Background: an optimization exercise with open tools, aiming at small area, a short achievable clock period and few clock cycles. Do not read the settings as production practice.
In this exercise RTL edits were held to simulation tests only and were not proved equivalent to the original.

==> flow/design.v (outline; a module is shown in full before it is edited, if it fits) <==
// module pll_solver: 917 lines
module pll_solver (
    input  wire        clk,
    input  wire        rst_n,
    input  wire        in_valid,
    output reg         in_ready,
    input  wire [31:0] in_t,
    output reg         out_valid,
    input  wire        out_ready,
    output reg         out_found,
    output reg  [7:0]  out_fb,
    output reg  [1:0]  out_refdiv,
    output reg  [2:0]  out_post1,
    output reg  [2:0]  out_post2,
    output reg         out_hf,
    output reg  [12:0] out_f_num,
    output reg  [6:0]  out_f_den,
    output reg  [87:0] out_frame
);
  // ...
==> flow/run.sh <==
#!/bin/bash
# synth_recipe.tcl (not shown) runs the flow's synth.tcl, then flattens the netlist and writes it again
# the make line also repeats each setting of config.mk as NAME=value (left out here)
make -C /OpenROAD-flow-scripts/flow DESIGN_CONFIG=/design/flow/config.mk WORK_HOME=/design/flow/orfs CLKGATE_MAP_FILE= SYNTH_SCRIPT=/design/flow/synth_recipe.tcl finish
==> flow/config.mk <==
export PLATFORM = sky130hd
export DESIGN_NAME = pll_solver
export DESIGN_NICKNAME = pll_solver
export VERILOG_FILES = /design/flow/design.v
export SDC_FILE = /design/flow/constraint.sdc
export NUM_CORES = 4
export LEC_CHECK = 0
export ABC_AREA = 1
export CAP_MARGIN = 20
export CORE_MARGIN = 2
export CORE_UTILIZATION = 55
export PLACE_DENSITY = 0.7
export SLEW_MARGIN = 20
==> flow/constraint.sdc <==
create_clock -name core_clock -period 38.0 [get_ports {clk}]
set_input_delay 7.6000 -clock core_clock [delete_from_list [all_inputs] [get_ports {clk}]]
set_output_delay 7.6000 -clock core_clock [all_outputs]
set_load 0.01 [all_outputs]
==> flow_metrics.tcl, run 1 <==
set metrics [dict create \
    hp-start "big1" \
    cts_setup_buffers 0 \
    buffers 184 \
    placed_cell_area_um2 84460 \
    dr.max_layer_used "met5" \
    yosysWarningCount 1 \
    yosysTopAreaCell "ha_1" \
    met1_usage_pct 47.65 \
    cp-endpoint "out_fb[0]" \
    synth_compound_area_share_pct 14.31 \
    die_w_um 388.4 \
    drt_first_pass_iters 8 \
    largest_reg_flops 96 \
    dp_hpwl_um 228400 \
    finalWirelength_um 271400 \
    synth_simple_gate_area_share_pct 18.36 \
    drtIter0Drc 6266 \
    critical_path.top_delay_family "buffers and inverters" \
    clock_cell_area_share_pct 3.438 \
    grt_usage_pct 35.39 \
    status "complete, no violations" \
    grt_pass1_vias 70190 \
    synthTopCellsByArea "ha_1 22%, dfxtp_1 15%, nand2_1 8.9%, fa_1 8.6%, inv_1 7.6%" \
    period_minus_slack_ns 9.355 \
    use_met3_pct 4.907 \
    ys_ff_latch 731 \
    area_delta_synth_final_pct 7.621 \
    place_congestion 1.036 \
    holdPathStages 0 \
    dieArea_um2 150900 \
    synth_common_cells "1924 x nand2_1, 1644 x inv_1, 1426 x ha_1" \
    timing_hold_violations_final 0 \
    multi_input_gates 8137 \
    rsz0062_at_grt "false" \
    yosys.area_share.adder_pct 30.54 \
]
Testbench counts, summed over its fixed seeds: cycles 2,448.
==> run 2, diff against run 1 <==
--- a/flow/design.v
+++ b/flow/design.v
@@ -98,6 +98,6 @@
     wire [35:0] cs1_c = ccar((x36 << 5), (x36 << 3), x36);
-    wire [35:0] w41 = cs1_s + cs1_c + {35'd0, 1'b0};
+    wire [35:0] w41 = badd(cs1_s, cs1_c, 1'b0);
     wire [35:0] cs2_s = csum(w41, ~(w41 >> 10), (w41 >> 20));
     wire [35:0] cs2_c = ccar(w41, ~(w41 >> 10), (w41 >> 20));
-    wire [35:0] qacc = cs2_s + cs2_c + {35'd0, 1'b1};
+    wire [35:0] qacc = badd(cs2_s, cs2_c, 1'b1);
     wire [24:0] qd   = qacc[34:10];
@@ -121,3 +121,3 @@
     assign s1_cq[6] = 1'b0;
-    wire [35:0] s1_I36 = q36 + {29'd0, s1_cq} + {35'd0, 1'b0};
+    wire [35:0] s1_I36 = badd(q36, {29'd0, s1_cq}, 1'b0);
     wire [24:0] s1_Id = {|s1_I36[30:24], s1_I36[23:0]};
@@ -139,3 +139,3 @@
     wire [35:0] cs3_c = ccar(~q36, (q36 << 2), {29'd0, s3_cq});
-    wire [35:0] s3_I36 = cs3_s + cs3_c + {35'd0, 1'b1};
+    wire [35:0] s3_I36 = badd(cs3_s, cs3_c, 1'b1);
     wire [24:0] s3_Id = {|s3_I36[30:24], s3_I36[23:0]};
@@ -156,3 +156,3 @@
     wire [35:0] cs4_c = ccar(q36, (q36 << 2), {29'd0, s5_cq});
-    wire [35:0] s5_I36 = cs4_s + cs4_c + {35'd0, 1'b0};
+    wire [35:0] s5_I36 = badd(cs4_s, cs4_c, 1'b0);
     wire [24:0] s5_Id = {|s5_I36[30:24], s5_I36[23:0]};
@@ -172,3 +172,3 @@
     wire [35:0] cs5_c = ccar(~q36, (q36 << 3), {29'd0, s7_cq});
-    wire [35:0] s7_I36 = cs5_s + cs5_c + {35'd0, 1'b1};
+    wire [35:0] s7_I36 = badd(cs5_s, cs5_c, 1'b1);
     wire [24:0] s7_Id = {|s7_I36[30:24], s7_I36[23:0]};
@@ -188,3 +188,3 @@
     wire [35:0] cs6_c = ccar(q36, (q36 << 3), {29'd0, s9_cq});
-    wire [35:0] s9_I36 = cs6_s + cs6_c + {35'd0, 1'b0};
+    wire [35:0] s9_I36 = badd(cs6_s, cs6_c, 1'b0);
     wire [24:0] s9_Id = {|s9_I36[30:24], s9_I36[23:0]};
@@ -204,3 +204,3 @@
     wire [35:0] cs7_c = ccar(~q36, (q36 << 4), {29'd0, s15_cq});
-    wire [35:0] s15_I36 = cs7_s + cs7_c + {35'd0, 1'b1};
+    wire [35:0] s15_I36 = badd(cs7_s, cs7_c, 1'b1);
     wire [24:0] s15_Id = {|s15_I36[30:24], s15_I36[23:0]};
@@ -221,3 +221,3 @@
     wire [35:0] cs9_c = ccar({29'd0, s21_cq}, cs8_s, cs8_c);
-    wire [35:0] s21_I36 = cs9_s + cs9_c + {35'd0, 1'b0};
+    wire [35:0] s21_I36 = badd(cs9_s, cs9_c, 1'b0);
     wire [24:0] s21_Id = {|s21_I36[30:24], s21_I36[23:0]};
@@ -238,3 +238,3 @@
     wire [35:0] cs11_c = ccar({29'd0, s25_cq}, cs10_s, cs10_c);
-    wire [35:0] s25_I36 = cs11_s + cs11_c + {35'd0, 1'b1};
+    wire [35:0] s25_I36 = badd(cs11_s, cs11_c, 1'b1);
     wire [24:0] s25_Id = {|s25_I36[30:24], s25_I36[23:0]};
@@ -254,3 +254,3 @@
     wire [35:0] cs13_c = ccar({29'd0, s35_cq}, cs12_s, cs12_c);
-    wire [35:0] s35_I36 = cs13_s + cs13_c + {35'd0, 1'b1};
+    wire [35:0] s35_I36 = badd(cs13_s, cs13_c, 1'b1);
     wire [24:0] s35_Id = {|s35_I36[30:24], s35_I36[23:0]};
@@ -270,3 +270,3 @@
     wire [35:0] cs15_c = ccar({29'd0, s49_cq}, cs14_s, cs14_c);
-    wire [35:0] s49_I36 = cs15_s + cs15_c + {35'd0, 1'b1};
+    wire [35:0] s49_I36 = badd(cs15_s, cs15_c, 1'b1);
     wire [24:0] s49_Id = {|s49_I36[30:24], s49_I36[23:0]};
@@ -401,3 +401,3 @@
     wire [35:0] cs17_c = ccar({31'd0, s1_g}, cs16_s, cs16_c);
-    wire [35:0] s1_v36 = cs17_s + cs17_c + {35'd0, 1'b0};
+    wire [35:0] s1_v36 = badd(cs17_s, cs17_c, 1'b0);
     wire [20:0] s1_v = s1_v36[20:0];
@@ -434,3 +434,3 @@
     wire [35:0] cs19_c = ccar({31'd0, s3_g}, cs18_s, cs18_c);
-    wire [35:0] s3_v36 = cs19_s + cs19_c + {35'd0, 1'b0};
+    wire [35:0] s3_v36 = badd(cs19_s, cs19_c, 1'b0);
     wire [20:0] s3_v = s3_v36[20:0];
@@ -467,3 +467,3 @@
     wire [35:0] cs20_c = ccar((s5_m36 << 2), s5_m36, {33'd0, s5_g5});
-    wire [35:0] s5_v36 = cs20_s + cs20_c + {35'd0, 1'b0};
+    wire [35:0] s5_v36 = badd(cs20_s, cs20_c, 1'b0);
     wire [20:0] s5_v = s5_v36[20:0];
@@ -498,3 +498,3 @@
     wire [35:0] cs22_c = ccar({31'd0, s7_g}, cs21_s, cs21_c);
-    wire [35:0] s7_v36 = cs22_s + cs22_c + {35'd0, 1'b0};
+    wire [35:0] s7_v36 = badd(cs22_s, cs22_c, 1'b0);
     wire [20:0] s7_v = s7_v36[20:0];
@@ -545,3 +545,3 @@
     wire [35:0] cs26_c = ccar(cs24_c, cs25_s, cs25_c);
-    wire [35:0] s9_E36 = cs26_s + cs26_c + {35'd0, 1'b1};
+    wire [35:0] s9_E36 = badd(cs26_s, cs26_c, 1'b1);
     wire        s9_ok = s9_val & ~le32(32'd28901376, s9_E36[31:0]) & ~big2;    
@@ -575,3 +575,3 @@
     wire [35:0] cs27_c = ccar((s15_m36 << 2), s15_m36, {33'd0, s15_g5});
-    wire [35:0] s15_v36 = cs27_s + cs27_c + {35'd0, 1'b0};
+    wire [35:0] s15_v36 = badd(cs27_s, cs27_c, 1'b0);
     wire [20:0] s15_v = s15_v36[20:0];
@@ -618,3 +618,3 @@
     wire [35:0] cs30_c = ccar(cs28_c, cs29_s, cs29_c);
-    wire [35:0] s21_E36 = cs30_s + cs30_c + {35'd0, 1'b1};
+    wire [35:0] s21_E36 = badd(cs30_s, cs30_c, 1'b1);
     wire        s21_ok = s21_val & ~big2;
@@ -639,3 +639,3 @@
     wire [35:0] s25_m36 = {21'd0, s25_mag};
-    wire [35:0] s25_v36 = s25_m36 + 36'd0 + {35'd0, s25_s};
+    wire [35:0] s25_v36 = badd(s25_m36, 36'd0, s25_s);
     wire [20:0] s25_v = s25_v36[20:0];
@@ -668,3 +668,3 @@
     wire [35:0] cs31_c = ccar((s35_m36 << 2), s35_m36, {33'd0, s35_g5});
-    wire [35:0] s35_v36 = cs31_s + cs31_c + {35'd0, 1'b0};
+    wire [35:0] s35_v36 = badd(cs31_s, cs31_c, 1'b0);
     wire [20:0] s35_v = s35_v36[20:0];
@@ -707,3 +707,3 @@
     wire [35:0] cs33_c = ccar({25'd0, s49_cg}, cs32_s, cs32_c);
-    wire [35:0] s49_E36 = cs33_s + cs33_c + {35'd0, 1'b1};
+    wire [35:0] s49_E36 = badd(cs33_s, cs33_c, 1'b1);
     wire        s49_ok = s49_val & ~big2;
@@ -748,3 +748,3 @@
     wire [35:0] cs36_c = ccar(cs34_c, cs35_s, cs35_c);
-    wire [35:0] e441_E36 = cs36_s + cs36_c + {35'd0, 1'b1};
+    wire [35:0] e441_E36 = badd(cs36_s, cs36_c, 1'b1);
     wire [31:0] e441_key = {ga_key_r[27], e441_E36[24:0], ga_key_r[5:0]};
@@ -755,6 +755,6 @@
     wire [35:0] cs38_c = ccar((e147_v36 << 7), cs37_s, cs37_c);
-    wire [35:0] e147_E36 = cs38_s + cs38_c + {35'd0, 1'b1};
+    wire [35:0] e147_E36 = badd(cs38_s, cs38_c, 1'b1);
     wire [31:0] e147_key = {gb_key_r[27], e147_E36[24:0], gb_key_r[5:0]};
     wire [35:0] e63_v36 = {15'd0, gc_key_r[26:6]};
-    wire [35:0] e63_E36 = ~e63_v36 + (e63_v36 << 6) + {35'd0, 1'b1};
+    wire [35:0] e63_E36 = badd(~e63_v36, (e63_v36 << 6), 1'b1);
     wire [31:0] e63_key = {gc_key_r[27], e63_E36[24:0], gc_key_r[5:0]};
==> run 2 against run 1 <==
Worst setup slack better by 0.062 ns. Via count decreased by 13%. Critical endpoint is now out_valid. Non-clock buffer count is 19 lower. Register-to-register slack improved by 0.09 ns. Global-route usage down 3.5 points. Clock skew is 0.061 ns lower. Still clean on timing, DRC and antenna. Count of clock-buffer cells in the layout grew 7. Flip-flop and latch count did not move.
==> flow_metrics.tcl, run 2 <==
set metrics [dict create \
    cp-start-kind "flop" \
    holdBufCountCts 0 \
    arrival_ns 1.69 \
    crit_start "out_valid" \
    cts_made_buffers 87 \
    drive_gt1_share_pct 4.236 \
    synth_top_area_share_pct 22.99 \
    via_count 64000 \
    ioPinCount 164 \
    grt_pass1_wl_um 359700 \
    max_freq_ghz 0.1076 \
    setup_viol 0 \
    critical_path.top_delay_family "buffers and inverters" \
    rows 138 \
    cp-end-kind "output port" \
    synthFlopType "dfxtp_1" \
    met1_usage_pct 39.14 \
    dieArea_um2 144700 \
    yosysMostFrequentCell "inv_1" \
    grt_antenna_before_repair 8 \
    timing_hold_violations_final 0 \
    busiest_layer "met2" \
    largest_reg_flops 96 \
    synth_edf_count 142 \
    tritoncts "yes" \
    hp-start "big1" \
    place.port_buffers 97 \
    cp_data_required_time_ns 30.40 \
    status "complete, no violations" \
    synth_common_cells "1702 x inv_1, 1505 x nand2_1, 1432 x ha_1" \
    grt_usage_pct 31.94 \
    syn_inst 9353 \
    clk_latency_ns 0.74 \
    synth.avg_cell_area_um2 8.331 \
    crit_slowest_cell "clkdlybuf4s50_1" \
    cap_violations 0 \
    rsz0062_at_grt "false" \
    reg_top3 "fifo: 96 flops, s9_key_r: 31 flops" \
    cp_cell_sequence "clkdlybuf4s50_1" \
    largest-register "fifo" \
    cp_max_fo 4 \
    yosysUniqueCellTypes 82 \
    cts_setup_buffers 0 \
    period_minus_slack_ns 9.293 \
    die_w_um 380.4 \
    skew_ns 0.04187 \
    route.detailed.wl_per_inst_um 20.41 \
    ys_ff_latch 731 \
    cts_resized 0 \
    syn_area_um2 77920 \
    tightestPinTransition_ns 1.235 \
    dp_cells 11240 \
    root_buffer "clkbuf_16" \
    die_y_um 380.4 \
    htree_levels 3 \
    drtIter0Drc 4978 \
    grt_pass1_vias 63430 \
    use_met2_pct 52.77 \
    postLayoutCoreUtil_pct 59.52 \
    gr-total-overflow 0 \
    instances_no_fill 11410 \
    async_flop_share_pct 0 \
    period_share_pct 24.46 \
    initial_core_util_pct 55.23 \
    area_delta_synth_final_pct 7.764 \
    final-max-slew-violation-count 0 \
    placed_cell_area_um2 80800 \
    final_common_cell "inv_1" \
    nets 11500 \
    timing.setup.tns_ns 0 \
    drc 0 \
    synthTopCellsByArea "ha_1 23%, fa_1 15%, dfxtp_1 15%, inv_1 8.2%, nand2_1 7.3%" \
    place_congestion 1.003 \
    most-common-layout-cells "1702 x inv_1, 1505 x nand2_1, 1432 x ha_1" \
    use_met3_pct 4.801 \
    viasPerCell 5.611 \
    clock_path_buffers 3 \
    yosysSeqAreaShare_pct 20.61 \
    yosysTopAreaCell "ha_1" \
    slowest_delay_ns 0.57 \
    final_cell_area_um2 83970 \
    crit_buf_inv 1 \
    drt_first_pass_iters 9 \
    relSlewSlack_pct 16.82 \
    clk_pin_slew_worst_paths_ns 0.06 \
    cts_sinks 731 \
    nFillCells 12620 \
    path_class "flop to output port" \
    dp_hpwl_um 195500 \
    r2r-start "ga_key_r[8]" \
    grt_start_max_net_pins 58 \
    final_antenna_net_count 0 \
    yosysWarningCount 1 \
    core_um2 141100 \
    min_path_type "flop to flop" \
    finalWirelength_um 232800 \
]
[run 2: cell types whose count changed after synthesis, moves of 32 or more]
cell      before   now
a21oi_1      903   476
nor2_1       747   491
fa_1         349   593
a221oi_1      13    45
xnor2_1      243   197
nand2_1     1924  1505
xor2_1       455   240
inv_1       1644  1702
nor3_1       139   104
o21ai_0      555   320
nand3_1      434   474
[run 2: layer usage]
layer,routed length (um),up-vias
met4,17370,2
met2,106800,2206
met1,93970,30550
met3,14690,620
li1,-,30630
met5,13,-
[run 2: layout make-up]
cell class	count	area, um^2	area share [%]
multi-input cells	6706	54330	64.70
flip-flops and latches	731	16060	19.12
inverters	1751	6573	7.827
clock buffers	116	2524	3.006
well taps	1890	2365	2.816
repair buffers	165	1481	1.764
clock inverters	44	634.4	0.7555
diodes	3	7.507	0.008941
[run 2: per-stage QoR]
| stage | setup WS, ns | hold slack (ns) |
|---|---|---|
| after global placement | 28.28 | 0.3146 |
| after global routing | 28.09 | 0.3465 |
| after floorplan | 27.06 | 0.3096 |
| final | 28.71 | 0.3281 |
| after CTS | 28.65 | 0.3283 |
| after detailed placement | 28.32 | 0.3135 |
[run 2: final timing paths]
check                endpoint  slack, ns  cells after the start
setup / recovery    out_valid      28.71                      1
hold / removal           big2       0.33                      0
setup reg to reg  fifo[3][15]      28.94                     42
hold reg to reg          big2       0.33                      0
[run 2: cell families (layout without fill, tap and decap cells)]
| logic type | Yosys count | count (layout) | synth area share (%) |
|---|---|---|---|
| multiplexers | 1 | 1 | 0.01285 |
| flip-flops | 731 | 731 | 20.61 |
| adder cells (fa/ha/maj) | 2025 | 2025 | 38.23 |
| XOR/XNOR | 444 | 444 | 5.087 |
| buffers and inverters | 1980 | 2076 | 10.07 |
| AND/OR/NAND/NOR | 2859 | 2859 | 15.85 |
| AO/OA/AOI/OAI | 1311 | 1311 | 10.13 |
| other | 2 | 69 | 0.009638 |
Testbench counts of run 2, summed over its fixed seeds: cycles 2,448.

separate check: timing with driven ports:
In the flow no input, the clock included, has a driving cell. The finished layouts below were timed again as built, in two steps. Step 1 (the two cells are an assumption about what drives the block):
set clk [get_ports {clk}]
set_driving_cell -lib_cell sky130_fd_sc_hd__clkbuf_16 $clk
set_driving_cell -lib_cell sky130_fd_sc_hd__buf_2 [delete_from_list [all_inputs] $clk]
Step 2 adds t to the input delays and takes it off the output delays; t is the mean of the earliest and latest rising clock arrival at the registers after step 1. Input paths then give back, and output paths get back, about the clock's delay inside the block. Slacks: no drivers / after step 1 / after step 2; pairs: no drivers / after step 1.
run | shift t [ns] | slack for setup (ns) | clock arrival spread, ns | slew at the worst register clock pin (ns) | worst data-port slew with drivers (ns)
run 1 | 0.785 | 28.645 / 28.562 / 28.353 | 0.109 / 0.109 | 0.07 / 0.07 | 0.04
run 2 | 0.799 | 28.707 / 28.627 / 28.300 | 0.045 / 0.044 | 0.07 / 0.07 | 0.05
After both steps setup and hold are still met in every run listed. The setup slack of run 2, which loses most, moves by -0.080 ns with the drivers and by -0.407 ns with both steps.
